From an optimization exercise on the open Yosys and OpenROAD flow, aimed at small area, a short achievable clock period and few clock cycles; shortcuts taken in it are not production practice. Where RTL was checked, it was by simulation tests only, not by an equivalence proof against the original. Power is estimated from default activity; no workload was simulated.

alpha:
// mbf_framer32
module mbf_framer32 (
    input  wire        clk,
    input  wire        rst,
    input  wire        tx_start,
    input  wire [15:0] tx_cmd,
    input  wire [15:0] tx_len,
    input  wire        tx_flip,
    input  wire        tx_ack,
    output wire        tx_busy,
    output wire        tx_done,
    output wire        tx_oversize,
    input  wire        tx_in_valid,
    input  wire [31:0] tx_in_data,
    output wire        tx_in_ready,
    output wire        pkt_valid,
    output wire [31:0] pkt_data,
    output wire        pkt_last,
    input  wire        pkt_ready,
    input  wire        rx_strict,
    input  wire        rx_valid,
    input  wire [31:0] rx_data,
    input  wire        rx_last,
    input  wire [2:0]  rx_cnt,
    output wire        rd_valid,
    output wire [31:0] rd_data,
    output wire [2:0]  rd_cnt,
    output wire        res_valid,
    output wire [1:0]  res_kind,
    output wire [3:0]  res_err,
    output wire [15:0] res_cmd,
    output wire [15:0] res_len
);
Size in the first run: roughly 280 flip-flops, ~220 I/O pins, ~0.014 mm2 of cells after synthesis.
Settings: LEC_CHECK=0, ABC_AREA=1, CAP_MARGIN=20, CORE_MARGIN=2, CORE_UTILIZATION=40, CTS_CLUSTER_DIAMETER=120, CTS_CLUSTER_SIZE=24, SLEW_MARGIN=20; clock period 8.0 ns.
standard.sh (not shown) runs the stock make flow with config.mk's settings and CLKGATE_MAP_FILE= SYNTH_SCRIPT=/design/flow/synth_recipe.tcl, a recipe that flattens the netlist after the stock synthesis.
==> flow/flow/run.sh <==
#!/bin/bash
set -euo pipefail
export BUFFER_PORTS_ARGS="-buffer_cell sky130_fd_sc_hd__buf_1"
export SETUP_SLACK_MARGIN=5.3
bash standard.sh > standard.log 2>&1
Changes in beta relative to alpha:
--- a/flow/design.v
+++ b/flow/design.v
@@ -95,50 +95,48 @@
             3'd0:    d_sub = 11'h7FD;      
             3'd1:    d_sub = 11'd496;
             3'd2:    d_sub = 11'd248;
             3'd3:    d_sub = 11'd124;
             default: d_sub = 11'd62;
         endcase
     end
     wire [10:0] d_dif = {1'b0, (d_st == 3'd0) ? h_len : d_rem} - d_sub;
     wire        d_ge  = (d_st == 3'd0) | ~d_dif[10];
     wire [9:0]  d_nx  = d_ge ? d_dif[9:0] : d_rem;
     always @(posedge clk) begin
-        if (h_free) begin
-            h_cmd  <= tx_cmd;
-            h_len  <= tx_len[9:0];
-            h_ovs  <= (tx_len[15:10] != 6'd0) || (tx_len[9:5] == 5'd31) ||
-                      ((tx_len[9:5] == 5'd30) && (tx_len[4:2] == 3'd7) && (tx_len[1:0] != 2'd0));
-            h_flip <= tx_flip;
-            h_ack  <= tx_ack;
-        end
         if (rst) begin
             h_valid <= 1'b0;
             h_free  <= 1'b1;
         end else if (h_free) begin
             if (tx_start) begin
                 h_valid <= 1'b1;
                 h_free  <= 1'b0;
+                h_cmd   <= tx_cmd;
+                h_len   <= tx_len[9:0];
+                h_ovs   <= (tx_len[15:10] != 6'd0) || (tx_len[9:5] == 5'd31) ||
+                           ((tx_len[9:5] == 5'd30) && (tx_len[4:2] == 3'd7) && (tx_len[1:0] != 2'd0));
+                h_flip  <= tx_flip;
+                h_ack   <= tx_ack;
             end
         end else if (go) begin
             h_valid <= 1'b0;
             h_free  <= 1'b1;
         end
         if (h_free) begin
             d_st <= 3'd0;
         end else if (!d_done) begin
             d_st  <= d_st + 3'd1;
             d_rem <= d_nx;
             d_q   <= {d_q[2:0], d_ge};
         end
-        if (!sk_f)
+        if (in_fire)
             sk_d <= tx_in_data;
         if (rst) begin
             sk_e <= 1'b1;
             sk_f <= 1'b0;
         end else begin
             sk_e <= sk_f ? consume : ~(in_fire & ~consume);
             sk_f <= sk_f ? ~consume : (in_fire & ~consume);
         end
         if (rst) begin
             c_act     <= 1'b0;
             c_fin     <= 1'b0;
@@ -219,31 +217,31 @@
     localparam [3:0] ERR_INCONSISTENT = 4'h4;
     localparam [3:0] ERR_TOO_LONG     = 4'h5;
     reg        first;        
     reg [4:0]  k;            
     reg [4:0]  nidx;         
     reg [3:0]  tot0;
     reg [10:0] need;         
     reg        len_big;      
     reg        lenok1;       
     reg        p0ge4;        
     reg [15:0] cmd_q;
-    reg [9:0]  len_q;        
+    reg [15:0] len_q;
     reg        cmd_dbg;      
     reg        cmd_rty;      
     reg [4:0]  wpos;         
     reg [5:0]  plen_q;
     reg [3:0]  idx_q;
     reg [3:0]  tot_q;
     assign res_cmd = cmd_q;
-    assign res_len = {6'd0, len_q};
+    assign res_len = len_q;
     wire        w0     = (wpos == 5'd0);
     wire        w1     = (wpos == 5'd1);
     wire [2:0]  nb     = rx_cnt;
     wire [3:0]  idx_c  = w0 ? rx_data[15:12] : idx_q;
     wire [3:0]  tot_c  = w0 ? rx_data[11:8]  : tot_q;
     wire [7:0]  t_q = {2'b00, plen_q} + 8'd2 - {1'b0, wpos, 2'b00};
     reg  [2:0]  tk_cnt;
     reg         tk_hi;       
     always @(*) begin
         tk_hi = 1'b0;
         if (w0) begin
@@ -321,23 +319,23 @@
                 if (w0) begin
                     plen_q <= rx_data[5:0];
                     idx_q  <= rx_data[15:12];
                     tot_q  <= rx_data[11:8];
                     if (first) begin
                         cmd_q   <= rx_data[31:16];
                         cmd_dbg <= (rx_data[31:16] == CMD_DBG_MESSAGE);
                         cmd_rty <= (rx_data[31:16] == CMD_ID_RETRY);
                     end
                 end
                 if (first && w1) begin
-                    len_q   <= rx_data[9:0];
+                    len_q   <= rx_data[15:0];
                     len_big <= (rx_data[15:10] != 6'd0);
                     lenok1  <= lenok_in;
                     need    <= need_1;
                 end
                 if (rx_last) begin
                     wpos  <= 5'd0;
                     first <= ended;
                     k     <= first ? 5'd1 : k + 5'd1;
                     if (!first) need <= need_nx;
                     nidx  <= {1'b0, idx_c} + 5'd1;
                     if (first) begin
==> comparison <==
beta ends up with a clock share of power that is 1.6 points higher than in alpha.
Summary — proportion of power drawn by flip-flops and latches, beta relative to alpha: lower, by 0.9 points.
The share of cells above drive strength 1 in beta sits 1.2 points above the value recorded for alpha.
Taking alpha as the reference, in beta data arrival time of the critical path has increased, sum of routed wire length over all layers rose about 5%, length of routed wiring on met1 went up, minimum period implied by the final worst setup slack went up 160 ps, via count moved up.
In beta, the post-detailed-route wirelength per cell came out 6.1% above the value in alpha.
Cell area: beta vs alpha up 600 um2
Leakage dissipation essentially unchanged between alpha and beta.
Going from alpha to beta, the multi-input gate share of the layout cell area was found to have gone down by 1.3 points.
The higher count of standard-cell rows of beta and alpha is in beta.
beta ends up with a area growth from synthesis to layout that is 2.4 points higher than in alpha.
No run of this note included a check of the RTL's function; only the layout flow was run.

========
mbf_framer32, a different RTL version from the one above (not shown whole).
For scale: about 1400 cells after synthesis, ~220 I/O pins, about 12000 µm² of cells after synthesis.
==> module mbf_wtx, before the edit <==
module mbf_wtx (
    input  wire        clk,
    input  wire        rst,
    input  wire        tx_start,
    input  wire [15:0] tx_cmd,
    input  wire [15:0] tx_len,
    input  wire        tx_flip,
    input  wire        tx_ack,
    output reg         tx_busy,
    output reg         tx_done,
    output reg         tx_oversize,
    input  wire        tx_in_valid,
    input  wire [31:0] tx_in_data,
    output wire        tx_in_ready,
    output reg         pkt_valid,
    output reg  [31:0] pkt_data,
    output reg         pkt_last,
    input  wire        pkt_ready
);
    reg        idle;       
    reg        c_act;      
    reg        c_fin;      
    reg        c_flip;
    reg        c_ack;
    reg [3:0]  c_lidx;     
    reg [5:0]  r6;         
    reg [3:0]  pidx;
    reg [3:0]  wpos;
    reg [15:0] carry;
    reg        sk_e;       
    reg        sk_f;       
    reg        pv_n;       
    reg [31:0] sk_d;
    assign tx_in_ready = sk_e;
    wire       in_fire = tx_in_valid & ~sk_f;
    wire [31:0] s_word = sk_f ? sk_d : tx_in_data;
    wire       s_avail = sk_f | tx_in_valid;
    wire       w0    = (wpos == 4'd0);
    wire       even  = ~pidx[0];
    reg        lastp;      
    reg  [3:0] mb;         
    reg        need_s;     
    function automatic [4:0] pos_flags(input p_odd, input [3:0] w, input [3:0] wm1,
                                       input lp, input [5:0] lplen);
        reg       w_lt, w_eq, w_eq1;
        reg [3:0] m;
        begin
            w_lt  = (w < lplen[5:2]);
            w_eq  = (w == lplen[5:2]);
            w_eq1 = (wm1 == lplen[5:2]) & (w != 4'd0);
            m[0] = ~lp | w_lt | w_eq | (w_eq1 & (lplen[1:0] == 2'd3));
            m[1] = ~lp | w_lt | w_eq;
            m[2] = ~lp | w_lt | (w_eq & (lplen[1:0] != 2'd0));
            m[3] = ~lp | w_lt | (w_eq & lplen[1]);
            pos_flags = {p_odd ? ((w != 4'd0) & m[0]) : m[2], m};
        end
    endfunction
    wire [3:0] wpos_n  = wpos + 4'd1;
    wire [3:0] pidx_n  = pidx + 4'd1;
    wire       pend    = (wpos == 4'd15);
    wire       lastp_n = pend ? (pidx_n == c_lidx) : lastp;
    wire [5:0] r6_n    = pend ? r6 + 6'd2 : r6;           
    wire [4:0] fl_step = pos_flags(pend ? pidx_n[0] : pidx[0], wpos_n, wpos, lastp_n, r6_n);
    wire       out_free = pv_n | pkt_ready;
    wire       step     = c_act & out_free & (~need_s | s_avail);
    wire       consume  = step & need_s;
    wire       fin_xfer = c_fin & ~pv_n & pkt_ready;
    wire [15:0] hdr = {pidx, c_lidx, c_flip, c_ack, lastp ? r6 : 6'd62};
    reg  [31:0] word;
    always @(*) begin
        case ({w0, even})
            2'b11:   word = {s_word[15:0], hdr};
            2'b10:   word = {carry, hdr};
            2'b01:   word = {s_word[15:0], carry};
            default: word = s_word;
        endcase
    end
    wire [31:0] word_m = word & {{8{mb[3]}}, {8{mb[2]}}, {8{mb[1]}}, {8{mb[0]}}};
    wire [9:0] len    = tx_len[9:0];
    wire       ovs_in = (tx_len[15:10] != 6'd0) || (len[9:5] == 5'd31) ||
                        ((len[9:5] == 5'd30) && (len[4:2] == 3'd7) && (len[1:0] != 2'd0));
    wire [15:1] th;
    assign th[1]  = (len >= 10'd59);
    assign th[2]  = (len >= 10'd121);
    assign th[3]  = (len >= 10'd183);
    assign th[4]  = (len >= 10'd245);
    assign th[5]  = (len >= 10'd307);
    assign th[6]  = (len >= 10'd369);
    assign th[7]  = (len >= 10'd431);
    assign th[8]  = (len >= 10'd493);
    assign th[9]  = (len >= 10'd555);
    assign th[10] = (len >= 10'd617);
    assign th[11] = (len >= 10'd679);
    assign th[12] = (len >= 10'd741);
    assign th[13] = (len >= 10'd803);
    assign th[14] = (len >= 10'd865);
    assign th[15] = (len >= 10'd927);
    wire [3:0] n_m1;
    assign n_m1[3] = th[8];
    assign n_m1[2] = (th[4] & ~th[8]) | th[12];
    assign n_m1[1] = (th[2] & ~th[4]) | (th[6] & ~th[8]) | (th[10] & ~th[12]) | th[14];
    assign n_m1[0] = (th[1] & ~th[2]) | (th[3] & ~th[4]) | (th[5] & ~th[6]) | (th[7] & ~th[8]) |
                     (th[9] & ~th[10]) | (th[11] & ~th[12]) | (th[13] & ~th[14]) | th[15];
    wire [5:0] len4   = len[5:0] + 6'd4;                   
    wire [5:0] plen0  = th[1] ? 6'd62 : len4;
    wire [4:0] fl_acc = th[1] ? 5'b11111
                              : {len != 10'd0, len[9:1] != 9'd0, len != 10'd0, 2'b11};
    wire       acc    = tx_start & idle;
    wire       acc_pk = acc & ~ovs_in;
    always @(posedge clk) begin
        if (!sk_f)
            sk_d <= tx_in_data;
        if (rst) begin
            sk_e <= 1'b1;
            sk_f <= 1'b0;
        end else begin
            sk_e <= sk_f ? consume : ~(in_fire & ~consume);
            sk_f <= sk_f ? ~consume : (in_fire & ~consume);
        end
        if (rst) begin
            tx_busy     <= 1'b0;
            idle        <= 1'b1;
            c_act       <= 1'b0;
            c_fin       <= 1'b0;
            pkt_valid   <= 1'b0;
            pv_n        <= 1'b1;
            tx_done     <= 1'b0;
            tx_oversize <= 1'b0;
        end else begin
            tx_done     <= fin_xfer | (acc & ovs_in);
            tx_oversize <= acc & ovs_in;
            if (acc_pk) begin
                tx_busy <= 1'b1;
                idle    <= 1'b0;
            end else if (fin_xfer) begin
                tx_busy <= 1'b0;
                idle    <= 1'b1;
            end
            if (fin_xfer)
                c_fin <= 1'b0;
            if (acc_pk) begin
                c_act     <= 1'b1;
                c_flip    <= tx_flip;
                c_ack     <= tx_ack;
                c_lidx    <= n_m1;
                r6        <= len4;
                lastp     <= ~th[1];
                {need_s, mb} <= fl_acc;
                pidx      <= 4'd0;
                wpos      <= 4'd1;
                carry     <= tx_len;
                pkt_valid <= 1'b1;
                pv_n      <= 1'b0;
                pkt_data  <= {tx_cmd, 4'd0, n_m1, tx_flip, tx_ack, plen0};
                pkt_last  <= 1'b0;
            end else if (step) begin
                pkt_valid <= 1'b1;
                pv_n      <= 1'b0;
                pkt_data  <= word_m;
                pkt_last  <= pend;
                wpos      <= wpos_n;
                lastp     <= lastp_n;
                r6        <= r6_n;
                {need_s, mb} <= fl_step;
                if (even && need_s)
                    carry <= s_word[31:16];
                if (pend) begin
                    pidx  <= pidx_n;
                    if (lastp) begin
                        c_act <= 1'b0;
                        c_fin <= 1'b1;
                    end
                end
            end else if (pkt_ready) begin
                pkt_valid <= 1'b0;
                pv_n      <= 1'b1;
            end
        end
    end
endmodule
==> flow/config.mk <==
export PLATFORM = sky130hd
export DESIGN_NAME = mbf_framer32
export DESIGN_NICKNAME = mbf_framer32
export VERILOG_FILES = /design/flow/design.v
export SDC_FILE = /design/flow/constraint.sdc
export NUM_CORES = 4
export LEC_CHECK = 0
export ABC_AREA = 1
export CAP_MARGIN = 20
export CORE_MARGIN = 2
export CORE_UTILIZATION = 40
export CTS_CLUSTER_DIAMETER = 120
export CTS_CLUSTER_SIZE = 24
export SLEW_MARGIN = 20
==> flow/constraint.sdc <==
create_clock -name core_clock -period 8.0 [get_ports {clk}]
set_input_delay 1.6000 -clock core_clock [delete_from_list [all_inputs] [get_ports {clk}]]
set_output_delay 1.6000 -clock core_clock [all_outputs]
set_load 0.01 [all_outputs]
Scripts as last shown in full above: flow/flow/run.sh
Testbench counts at the start, summed over its fixed seeds: cycles 21,768.
Edit:
--- a/flow/design.v
+++ b/flow/design.v
@@ -138,8 +138,8 @@
             end
             if (fin_xfer)
                 c_fin <= 1'b0;
-            if (acc_pk) begin
-                c_act     <= 1'b1;
+            if (acc) begin
+                c_act     <= ~ovs_in;
                 c_flip    <= tx_flip;
                 c_ack     <= tx_ack;
                 c_lidx    <= n_m1;
@@ -149,8 +149,8 @@
                 pidx      <= 4'd0;
                 wpos      <= 4'd1;
                 carry     <= tx_len;
-                pkt_valid <= 1'b1;
-                pv_n      <= 1'b0;
+                pkt_valid <= ~ovs_in;
+                pv_n      <= ovs_in;
                 pkt_data  <= {tx_cmd, 4'd0, n_m1, tx_flip, tx_ack, plen0};
                 pkt_last  <= 1'b0;
             end else if (step) begin
Result:
- first-iteration DRC count shrinks by about a fifth
- final area went down by a few percent
- setup slack is better by 0.24 ns
- cell count came out lower by a few percent
- maximum frequency increases by a little under a tenth
- worst hold slack is about the same
- sequential share of layout area grows by 1.8 points
- wire length goes down by a few percent
- die area barely changes
- synthesized cell count goes down slightly
- core utilization came out lower by 2.2 points
Testbench counts after the change, summed over its fixed seeds: cycles 21,768.

========
north:
Another version of the RTL of mbf_framer32 (not shown whole).
For scale: ~1500 cells after synthesis, about 290 flip-flops, roughly 220 I/O pins, roughly 14000 um^2 of cells after synthesis.
==> module mbf_wrx, before the edit <==
module mbf_wrx (
    input  wire        clk,
    input  wire        rst,
    input  wire        rx_strict,
    input  wire        rx_valid,
    input  wire [31:0] rx_data,
    input  wire        rx_last,
    input  wire [2:0]  rx_cnt,
    output reg         rd_valid,
    output reg  [31:0] rd_data,
    output reg  [2:0]  rd_cnt,
    output reg         res_valid,
    output reg  [1:0]  res_kind,
    output reg  [3:0]  res_err,
    output wire [15:0] res_cmd,
    output wire [15:0] res_len
);
    localparam [15:0] CMD_DBG_MESSAGE = 16'hF001;
    localparam [15:0] CMD_ID_RETRY    = 16'hF002;
    localparam [1:0] KIND_MESSAGE = 2'd0;
    localparam [1:0] KIND_RETRY   = 2'd1;
    localparam [1:0] KIND_DEBUG   = 2'd2;
    localparam [1:0] KIND_FAIL    = 2'd3;
    localparam [3:0] ERR_NONE         = 4'h0;
    localparam [3:0] ERR_LEN_MISMATCH = 4'h2;
    localparam [3:0] ERR_BAD_PACKET   = 4'h3;
    localparam [3:0] ERR_INCONSISTENT = 4'h4;
    localparam [3:0] ERR_TOO_LONG     = 4'h5;
    reg        first;        
    reg [4:0]  k;            
    reg [4:0]  nidx;         
    reg [3:0]  tot0;
    reg [10:0] need;         
    reg        len_big;      
    reg        lenok1;       
    reg        p0ge4;        
    reg [15:0] cmd_q;
    reg [9:0]  len_q;        
    reg        cmd_dbg;      
    reg        cmd_rty;      
    reg        w0;           
    reg        w1;           
    reg [6:0]  t_q;          
    reg [5:0]  plen_q;
    reg [3:0]  idx_q;
    reg [3:0]  tot_q;
    assign res_cmd = cmd_q;
    assign res_len = {6'd0, len_q};
    wire [2:0]  nb     = rx_cnt;
    wire [3:0]  idx_c  = w0 ? rx_data[15:12] : idx_q;
    wire [3:0]  tot_c  = w0 ? rx_data[11:8]  : tot_q;
    reg  [2:0]  tk_cnt;
    reg         tk_hi;       
    always @(*) begin
        tk_hi = 1'b0;
        if (w0) begin
            tk_hi  = 1'b1;
            tk_cnt = first ? 3'd0 :
                     (rx_data[5:1] != 5'd0) ? 3'd2 : {2'b00, rx_data[0]};
        end else if (w1 && first) begin
            tk_hi  = 1'b1;
            tk_cnt = (plen_q[5:3] != 3'd0 || plen_q[2:1] == 2'b11) ? 3'd2 :
                     (plen_q == 6'd5) ? 3'd1 : 3'd0;
        end else begin
            tk_cnt = t_q[6] ? 3'd0 : (t_q[5:0] > 6'd4) ? 3'd4 : t_q[2:0];
        end
    end
    reg         plen_ge;
    always @(*) begin
        case (nb)
            3'd2:    plen_ge = (rx_data[5:0] != 6'd0);
            3'd3:    plen_ge = (rx_data[5:1] != 5'd0);
            3'd4:    plen_ge = (rx_data[5:2] != 4'd0) || (rx_data[1:0] == 2'd3);
            3'd5:    plen_ge = (rx_data[5:2] != 4'd0);
            3'd6:    plen_ge = (rx_data[5:3] != 3'd0) || (rx_data[2] && rx_data[1:0] != 2'd0);
            3'd7:    plen_ge = (rx_data[5:3] != 3'd0) || (rx_data[2] && rx_data[1]);
            default: plen_ge = 1'b1;
        endcase
    end
    wire        short_w0 = first || plen_ge;
    wire        short_wn = (!t_q[6] && ((t_q[5:0] > 6'd4) || (nb < t_q[2:0]))) ||
                           (first && w1 && nb < 3'd2);
    wire        bad_pkt  = w0 ? short_w0 : ((plen_q == 6'd63) || short_wn);
    wire [5:0]  plen_s   = w0 ? {4'd0, rx_data[1:0]} : plen_q;
    wire        too_long = !first && (k == 5'd16);
    wire        inconsist = rx_strict &&
                            (first ? (idx_c != 4'd0)
                                   : (({1'b0, idx_c} != nidx) || (tot_c != tot0)));
    wire        complete = (idx_c == tot_c);
    wire [5:0]  len_m4   = plen_q - 6'd4;
    wire        lenok_in = (rx_data[15:0] == {10'd0, len_m4}) && (plen_q[5:2] != 4'd0);
    wire        len_ok   = first ? (w1 ? lenok_in : lenok1)
                                 : ((need == {5'd0, plen_s}) && !len_big && p0ge4);
    wire [10:0] need_k   = 11'd4 - {5'd0, plen_q};
    wire [10:0] need_1   = {1'b0, rx_data[9:0]} + need_k;
    reg  [10:0] need_nx;
    always @(*) begin
        if (!w0)
            need_nx = need - {5'd0, plen_q};
        else case (rx_data[1:0])
            2'd0:    need_nx = need;
            2'd1:    need_nx = need - 11'd1;
            default: need_nx = need - 11'd2;
        endcase
    end
    wire        ev       = rx_valid && rx_last;
    wire        fail     = bad_pkt || too_long || inconsist;
    wire        ended    = fail || complete;
    always @(posedge clk) begin
        rd_data  <= {rx_data[31:16], tk_hi ? rx_data[31:16] : rx_data[15:0]};
        rd_cnt   <= tk_cnt;
        res_kind <= fail || !len_ok      ? KIND_FAIL :
                    cmd_dbg ? KIND_DEBUG :
                    cmd_rty ? KIND_RETRY : KIND_MESSAGE;
        res_err  <= bad_pkt   ? ERR_BAD_PACKET :
                    too_long  ? ERR_TOO_LONG :
                    inconsist ? ERR_INCONSISTENT :
                    !len_ok   ? ERR_LEN_MISMATCH : ERR_NONE;
        if (rst) begin
            first     <= 1'b1;
            w0        <= 1'b1;
            w1        <= 1'b0;
            rd_valid  <= 1'b0;
            res_valid <= 1'b0;
        end else begin
            rd_valid  <= rx_valid && (tk_cnt != 3'd0);
            res_valid <= ev && ended;
            if (rx_valid) begin
                if (w0) begin
                    plen_q <= rx_data[5:0];
                    idx_q  <= rx_data[15:12];
                    tot_q  <= rx_data[11:8];
                    if (first) begin
                        cmd_q   <= rx_data[31:16];
                        cmd_dbg <= (rx_data[31:16] == CMD_DBG_MESSAGE);
                        cmd_rty <= (rx_data[31:16] == CMD_ID_RETRY);
                    end
                end
                if (first && w1) begin
                    len_q   <= rx_data[9:0];
                    len_big <= (rx_data[15:10] != 6'd0);
                    lenok1  <= lenok_in;
                    need    <= need_1;
                end
                if (rx_last) begin
                    w0    <= 1'b1;
                    w1    <= 1'b0;
                    first <= ended;
                    k     <= first ? 5'd1 : k + 5'd1;
                    if (!first) need <= need_nx;
                    nidx  <= {1'b0, idx_c} + 5'd1;
                    if (first) begin
                        tot0  <= tot_c;
                        p0ge4 <= (plen_q[5:2] != 4'd0);
                    end
                end else begin
                    w0 <= 1'b0;
                    w1 <= w0;
                    if (w0)
                        t_q <= {1'b0, rx_data[5:0]} - 7'd2;
                    else if (!t_q[6])
                        t_q <= t_q - 7'd4;
                end
            end
        end
    end
endmodule
clock: 8.0 ns
lec_check: 0
abc_area: 1
cap_margin: 20
core_margin: 2
core_utilization: 40
cts_cluster_diameter: 120
cts_cluster_size: 24
slew_margin: 20
Scripts as last shown in full above: flow/flow/run.sh
north finished all stages; the layout is clean.
Input changes introduced in south (baseline for comparison: north):
-- flow/design.v --
<<< north, line 236
    reg        cmd_dbg;      
    reg        cmd_rty;      
    reg        w0;           
    reg        w1;           
    reg [6:0]  t_q;          
    reg [5:0]  plen_q;
    reg [3:0]  idx_q;
>>> south, line 236
    reg        cmd_dbg;      
    reg        cmd_rty;      
    reg [4:0]  wpos;         
    reg [5:0]  plen_q;
    reg [3:0]  idx_q;
<<< north, line 244
    assign res_cmd = cmd_q;
    assign res_len = {6'd0, len_q};
    wire [2:0]  nb     = rx_cnt;
    wire [3:0]  idx_c  = w0 ? rx_data[15:12] : idx_q;
    wire [3:0]  tot_c  = w0 ? rx_data[11:8]  : tot_q;
    reg  [2:0]  tk_cnt;
    reg         tk_hi;       
>>> south, line 242
    assign res_cmd = cmd_q;
    assign res_len = {6'd0, len_q};
    wire        w0     = (wpos == 5'd0);
    wire        w1     = (wpos == 5'd1);
    wire [2:0]  nb     = rx_cnt;
    wire [3:0]  idx_c  = w0 ? rx_data[15:12] : idx_q;
    wire [3:0]  tot_c  = w0 ? rx_data[11:8]  : tot_q;
    wire [7:0]  t_q = {2'b00, plen_q} + 8'd2 - {1'b0, wpos, 2'b00};
    reg  [2:0]  tk_cnt;
    reg         tk_hi;       
<<< north, line 260
                     (plen_q == 6'd5) ? 3'd1 : 3'd0;
        end else begin
            tk_cnt = t_q[6] ? 3'd0 : (t_q[5:0] > 6'd4) ? 3'd4 : t_q[2:0];
        end
    end
>>> south, line 261
                     (plen_q == 6'd5) ? 3'd1 : 3'd0;
        end else begin
            tk_cnt = t_q[7] ? 3'd0 : (t_q[6:0] > 7'd4) ? 3'd4 : t_q[2:0];
        end
    end
<<< north, line 276
    end
    wire        short_w0 = first || plen_ge;
    wire        short_wn = (!t_q[6] && ((t_q[5:0] > 6'd4) || (nb < t_q[2:0]))) ||
                           (first && w1 && nb < 3'd2);
    wire        bad_pkt  = w0 ? short_w0 : ((plen_q == 6'd63) || short_wn);
>>> south, line 277
    end
    wire        short_w0 = first || plen_ge;
    wire        short_wn = (!t_q[7] && ((t_q[6:0] > 7'd4) || (nb < t_q[2:0]))) ||
                           (first && w1 && nb < 3'd2);
    wire        bad_pkt  = w0 ? short_w0 : ((plen_q == 6'd63) || short_wn);
<<< north, line 316
        if (rst) begin
            first     <= 1'b1;
            w0        <= 1'b1;
            w1        <= 1'b0;
            rd_valid  <= 1'b0;
            res_valid <= 1'b0;
>>> south, line 317
        if (rst) begin
            first     <= 1'b1;
            wpos      <= 5'd0;
            rd_valid  <= 1'b0;
            res_valid <= 1'b0;
<<< north, line 341
                end
                if (rx_last) begin
                    w0    <= 1'b1;
                    w1    <= 1'b0;
                    first <= ended;
                    k     <= first ? 5'd1 : k + 5'd1;
>>> south, line 341
                end
                if (rx_last) begin
                    wpos  <= 5'd0;
                    first <= ended;
                    k     <= first ? 5'd1 : k + 5'd1;
<<< north, line 351
                        p0ge4 <= (plen_q[5:2] != 4'd0);
                    end
                end else begin
                    w0 <= 1'b0;
                    w1 <= w0;
                    if (w0)
                        t_q <= {1'b0, rx_data[5:0]} - 7'd2;
                    else if (!t_q[6])
                        t_q <= t_q - 7'd4;
                end
            end
>>> south, line 350
                        p0ge4 <= (plen_q[5:2] != 4'd0);
                    end
                end else if (!wpos[4]) begin
                    wpos <= wpos + 5'd1;
                end
            end
[summary]
- Met3 global-route usage: south vs north — no meaningful difference
- Met2 demand-to-capacity share in global routing delta for south relative to north: 1.8 points lower
- Going from north to south, sequential area share after synthesis went down; share of total power consumed by net switching picked up an extra 0.62 points.
- south against north: total power per unit cell area down 1.0%, routed wire length now smaller, share of synthesized cell area in and, or, nand and nor gates went down 0.79 points, met1 usage in global routing higher, area taken by multi-input logic gates increased 310 um^2.
- Overall global routing resource usage for south is lower than for north.
No functional check of the RTL was part of any run of this note.

-- port drivers added, routing unchanged --
Ports are ideal in the flow. The routed layouts listed here were re-timed in OpenROAD. Step 1 assumes that a clkbuf_16 drives the clock port and a buf_2 every other input. Step 2 times the ports against the registers' clock, not the clock port: input delays grow and output delays shrink by t, the midpoint of the rising clock arrivals with the driver on. Three values: no drivers, after step 1, after step 2; two values: the first two.
run | t, ns | slack for setup (ns) | worst data-port slew with drivers (ns)
alpha | 0.560 | 5.275 / 5.227 / 4.750 | 0.08
beta | 0.558 | 5.114 / 5.114 / 4.770 | 0.09
the first run of note 2 | 0.528 | 5.065 / 5.076 / 4.547 | 0.07
the second run of note 2 | 0.534 | 5.305 / 5.252 / 4.811 | 0.07
north | 0.556 | 5.301 / 5.253 / 4.739 | 0.08
south | 0.559 | 5.184 / 5.184 / 4.721 | 0.07
After both steps every run listed still meets setup and hold. The setup slack of north, which loses most, moves by -0.048 ns with the drivers and by -0.562 ns with both steps.
